From an optimization exercise on the open Yosys and OpenROAD flow, aimed at small area; shortcuts taken in it are not production practice. Only simulation tests tie the RTL to the original design; equivalence was not proved. No activity file was given, so power comes from the tool's default toggle rates.

==> flow/design.v <==
module sp8_core (
    input  wire        clk,
    input  wire        rst,
    output reg  [15:0] bus_addr,
    output wire [7:0]  bus_wdata,
    output wire        mem_we,
    output wire        disp_we,
    output wire        io_we,
    input  wire [7:0]  mem_rdata,
    output wire        retire,
    output reg  [2:0]  cost,
    output wire        halted,
    output wire        faulted,
    output wire [7:0]  fault_op,
    output wire [15:0] pc,
    output wire [7:0]  sp,
    output wire [7:0]  a,
    output wire [7:0]  x,
    output wire [7:0]  y,
    output wire [7:0]  p
);
    localparam [4:0] S_V0  = 5'b00_000, S_V   = 5'b00_001,
                     S_ST2 = 5'b00_010, S_ST3 = 5'b00_011,
                     S_SH1 = 5'b00_100, S_SH  = 5'b00_101,
                     S_SF1 = 5'b00_110, S_SF  = 5'b00_111,
                     S_DSTA = 5'b01_000, S_DSEC = 5'b01_001, S_DNONE = 5'b01_010,
                     S_STZ = 5'b10_000, S_LDZ = 5'b10_001, S_BNE = 5'b10_010, S_INC = 5'b10_011,
                     S_LDI = 5'b10_100, S_ADC = 5'b10_101, S_CMP = 5'b10_110, S_SBC = 5'b10_111;
    reg [2:0]  ph;
    reg [4:0]  st;
    reg        rp;
    reg [7:0]  t, ar;
    reg [15:0] pcr;
    reg        cp;
    reg        fc, fz, fv, fn;
    wire [1:0] q  = ph[1:0];
    wire       q0 = (q == 2'd0);
    wire       q3 = (q == 2'd3);
    wire       p0 = (ph == 3'd0);
    wire       p7 = (ph == 3'd7);
    wire g0 = (st[4:3] == 2'b00);
    wire g2 = (st[4:3] == 2'b10);
    wire g3 = (st[4:3] == 2'b11);
    assign sp = 8'hFF;
    assign x  = 8'h00;
    assign y  = 8'h00;
    assign p  = {fn, fv, 1'b1, 1'b0, 1'b0, 1'b0, fz, fc};
    assign a  = ar;
    assign pc = pcr;
    wire ds = st[3];                                 
    assign retire   = p0 && ((ds && st != S_DNONE) || (g0 && st[2] && !st[0]));
    assign halted   = g0 && st[2] && !st[1];
    assign faulted  = g0 && st[2] && st[1];
    assign fault_op = t;
    always @(*) begin
        if (!st[4]) cost = st[0] ? 3'd2 : 3'd4;      
        else case (st[2:0])
            3'b000, 3'b001: cost = 3'd3;
            3'b010:         cost = fz ? 3'd2 : 3'd3;
            3'b011:         cost = 3'd5;
            default:        cost = 3'd2;
        endcase
    end
    wire d_alu = (t[3:0] == 4'h9) && !t[4] &&
                 ((t[7] & t[6]) | (t[7] & t[5]) | (t[6] & t[5]));    
    wire d_zp5 = (t[3:0] == 4'h5) && t[7] && !t[6] && !t[4];         
    wire d_two = d_alu || d_zp5 || (t == 8'hE6) || (t == 8'hD0);
    wire d_sec = (t == 8'h38);
    wire [2:0] d_c = {t[3], t[6] & (t[7] | !t[3]), t[5] & (t[6] | !t[3])};
    wire [4:0] dnx = d_two ? {2'b10, d_c} : (t == 8'h8D) ? S_ST2 : d_sec ? S_DSEC :
                     (t == 8'hFF) ? S_SH1 : S_SF1;
    reg [1:0] sb;
    always @(*) begin
        case (q)
            2'd0: sb = mem_rdata[1:0];
            2'd1: sb = t[3:2];
            2'd2: sb = t[5:4];
            default: sb = t[7:6];
        endcase
    end
    wire alu_s = g2 && st[2];                        
    wire ldz_s = (st == S_LDZ);
    wire zw    = g2 && !st[2] && st[0];              
    wire win   = (alu_s && !ph[2]) || (zw && ph[2]);         
    wire aw    = (alu_s && !ph[2]) || (ldz_s && ph[2]);      
    wire       ua  = st[0] || st[1];
    wire       inv = st[1];
    wire       cmp = st[1] && !st[0];
    wire [1:0] ax  = (alu_s && ua) ? ar[1:0] : 2'b00;
    wire [1:0] bx  = (alu_s && inv) ? ~sb : sb;
    wire       ci  = alu_s && ua && (q0 ? (cmp || fc) : fc);
    wire       s0  = ax[0] ^ bx[0] ^ ci;
    wire       c1  = (ax[0] & bx[0]) | (ci & (ax[0] ^ bx[0]));
    wire       s1  = ax[1] ^ bx[1] ^ c1;
    wire       c2  = (ax[1] & bx[1]) | (c1 & (ax[1] ^ bx[1]));
    wire       vl  = (st == S_V);
    wire       tk  = (st == S_BNE) && !fz;
    wire [1:0] pb  = vl ? sb : tk ? (ph[2] ? {t[7], t[7]} : sb) : 2'b00;
    wire       pin = st[4] || st[3] || (st == S_ST2) || (st == S_ST3);
    wire       pci = p0 ? pin : cp;
    wire [1:0] pa  = vl ? 2'b00 : pcr[1:0];
    wire [2:0] psum = {1'b0, pa} + {1'b0, pb} + {2'b00, pci};
    wire [7:0] incv = mem_rdata + 8'd1;
    assign bus_wdata = (st == S_INC) ? incv : ar;
    wire zsel = g2 && !st[2] && (st[0] || !st[1]) && !ph[2] && !q0;    
    wire asel = (st == S_ST3) && p0;
    wire stv  = asel && (mem_rdata[7:4] != 4'h4) && (mem_rdata[7:4] != 4'h5);
    assign mem_we  = ((st == S_STZ) && (ph == 3'd1)) || ((st == S_INC) && (ph == 3'd2)) || stv;
    assign disp_we = asel && (mem_rdata[7:4] == 4'h4);
    assign io_we   = asel && (mem_rdata[7:4] == 4'h5);
    always @(*) begin
        bus_addr = {psum[1:0], pcr[15:2]};           
        if (st == S_V0 || (vl && ph == 3'd3)) bus_addr = {14'h3FFF, 1'b0, vl};
        if (zsel) bus_addr = {8'h00, t};
        if (asel) bus_addr = {mem_rdata, t};
    end
    wire rs = rst || rp;
    wire hold_off = aw && !q3;
    always @(posedge clk) begin
        pcr <= {psum[1:0], pcr[15:2]};
        cp  <= psum[2];
        if (q0 && (!ph[2] || vl || zw)) t <= mem_rdata;
        if (aw) ar <= {cmp ? ar[1:0] : {s1, s0}, ar[7:2]};
        if (rs && !hold_off) begin
            st <= S_V0; ph <= 3'd7; rp <= 1'b0;
            fc <= 1'b0; fz <= 1'b0; fv <= 1'b0; fn <= 1'b0;
        end else begin
            if (rs) rp <= 1'b1;
            ph <= ph + 3'd1;
            if (win) begin
                if (ua && alu_s) fc <= c2;
                if (q3 && alu_s && st[0]) fv <= c1 ^ c2;      
                fz <= (q0 ? 1'b1 : fz) & !s0 & !s1;
                fn <= s1;
            end
            if (p7) begin
                if (ds) begin
                    st <= dnx;
                    if (d_sec) fc <= 1'b1;
                end else if (g2) begin
                    st[3] <= 1'b1;
                end else begin
                    case (st[2:0])
                        3'b000: st <= S_V;
                        3'b001: st <= S_DNONE;
                        3'b010: st <= S_ST3;
                        3'b011: st <= S_DSTA;
                        3'b100: st <= S_SH;
                        3'b110: st <= S_SF;
                        default: ;
                    endcase
                end
            end
        end
    end
endmodule
Settings: LEC_CHECK=0, CAP_MARGIN=20, CORE_MARGIN=2, CORE_UTILIZATION=40, PLACE_DENSITY=0.6, SLEW_MARGIN=20; clock period 5.0 ns.
standard.sh (not shown) runs the stock make flow with config.mk's settings and CLKGATE_MAP_FILE= SYNTH_SCRIPT=/design/flow/synth_recipe.tcl, a recipe that flattens the netlist after the stock synthesis.
==> flow/flow/run.sh <==
#!/bin/bash
# Own layout flow: the standard layout (standard.sh) with two changes:
#  - synthesis maps the logic with an area-oriented ABC script (flow/abc_area.script),
#  - the port buffers that placement inserts on every input and output are buf_1 cells.
# Everything else (floorplan, power grid, taps, placement, CTS, routing) is the standard flow.
set -euo pipefail
here=$(pwd)
sed "s#SYNTH_SCRIPT=[^ ]*#SYNTH_SCRIPT=$here/flow/my_synth.tcl#" standard.sh > my_standard.sh
grep -q "SYNTH_SCRIPT=$here/flow/my_synth.tcl" my_standard.sh
export MY_ABC_SCRIPT=$here/flow/abc_area.script
export BUFFER_PORTS_ARGS="-buffer_cell sky130_fd_sc_hd__buf_1"
export SKIP_REPAIR_TIE_FANOUT=1
export CTS_ARGS="-sink_clustering_enable -repair_clock_nets -dont_use_dummy_load"
bash my_standard.sh > "$here/flow_make.log" 2>&1 || { tail -50 "$here/flow_make.log"; exit 1; }
tail -5 "$here/flow_make.log"
==> flow/flow/abc_area.script <==
strash
dch
amap
topo
==> flow/flow/my_synth.tcl <==
# The standard flow's synthesis (synth_recipe.tcl) with one change: ABC maps the logic with
# the area-oriented script in flow/abc_area.script instead of ORFS's speed script.
proc synth {args} { yosys synth -nofsm -noshare {*}$args }
proc abc {args} {
  set i [lsearch -exact $args -script]
  if { $i >= 0 } { lset args [expr { $i + 1 }] $::env(MY_ABC_SCRIPT) }
  yosys abc {*}$args
}
source $::env(SCRIPTS_DIR)/synth.tcl
# left out here: clear keep_hierarchy, flatten, clean up, hide names made inside functions, write 1_2_yosys.v
Then changed:
==> flow/flow/abc_area.script (replaced) <==
strash
balance
rewrite
refactor
balance
rewrite
rewrite -z
balance
refactor -z
rewrite -z
balance
balance
rewrite
refactor
balance
rewrite
rewrite -z
balance
refactor -z
rewrite -z
balance
dch -f
amap
topo
Effect:
- design area decreases by 1.0%
- clock-buffer cell count stays the same
- wire length climbs by 1.3%
- total power rose by 46%
- via count came out higher by 2.1%
- setup slack gets worse by 0.0056 ns
- fmax barely changes
- clock power stays flat
- worst hold slack gets better by 0.021 ns
- global-route usage drops by 0.43 points

static timing again, ports no longer ideal:
The flow's constraints put no driver on any port. The routed layouts listed below were extracted and timed again, unchanged, in two steps. Step 1 (the two cells are an assumption about what drives the block):
set clk [get_ports {clk}]
set_driving_cell -lib_cell sky130_fd_sc_hd__clkbuf_16 $clk
set_driving_cell -lib_cell sky130_fd_sc_hd__buf_2 [delete_from_list [all_inputs] $clk]
Step 2 times the ports against the registers' clock, not the clock port: input delays grow and output delays shrink by t, the midpoint of the rising clock arrivals with the driver on. a / b / c = ideal / step 1 / step 2; a / b = the first two.
| run | t, ns | setup WS [ns] | hold WS [ns] | worst setup path after step 2 | cell pins on the clock port's net |
|---|---|---|---|---|---|
| the first run | 0.322 | 0.663 / 0.632 / 0.750 | 0.346 / 0.346 / 0.346 | input to output | 1 |
| the second run | 0.321 | 0.657 / 0.628 / 0.893 | 0.366 / 0.366 / 0.366 | input to output | 1 |
After both steps every run listed still meets setup and hold.
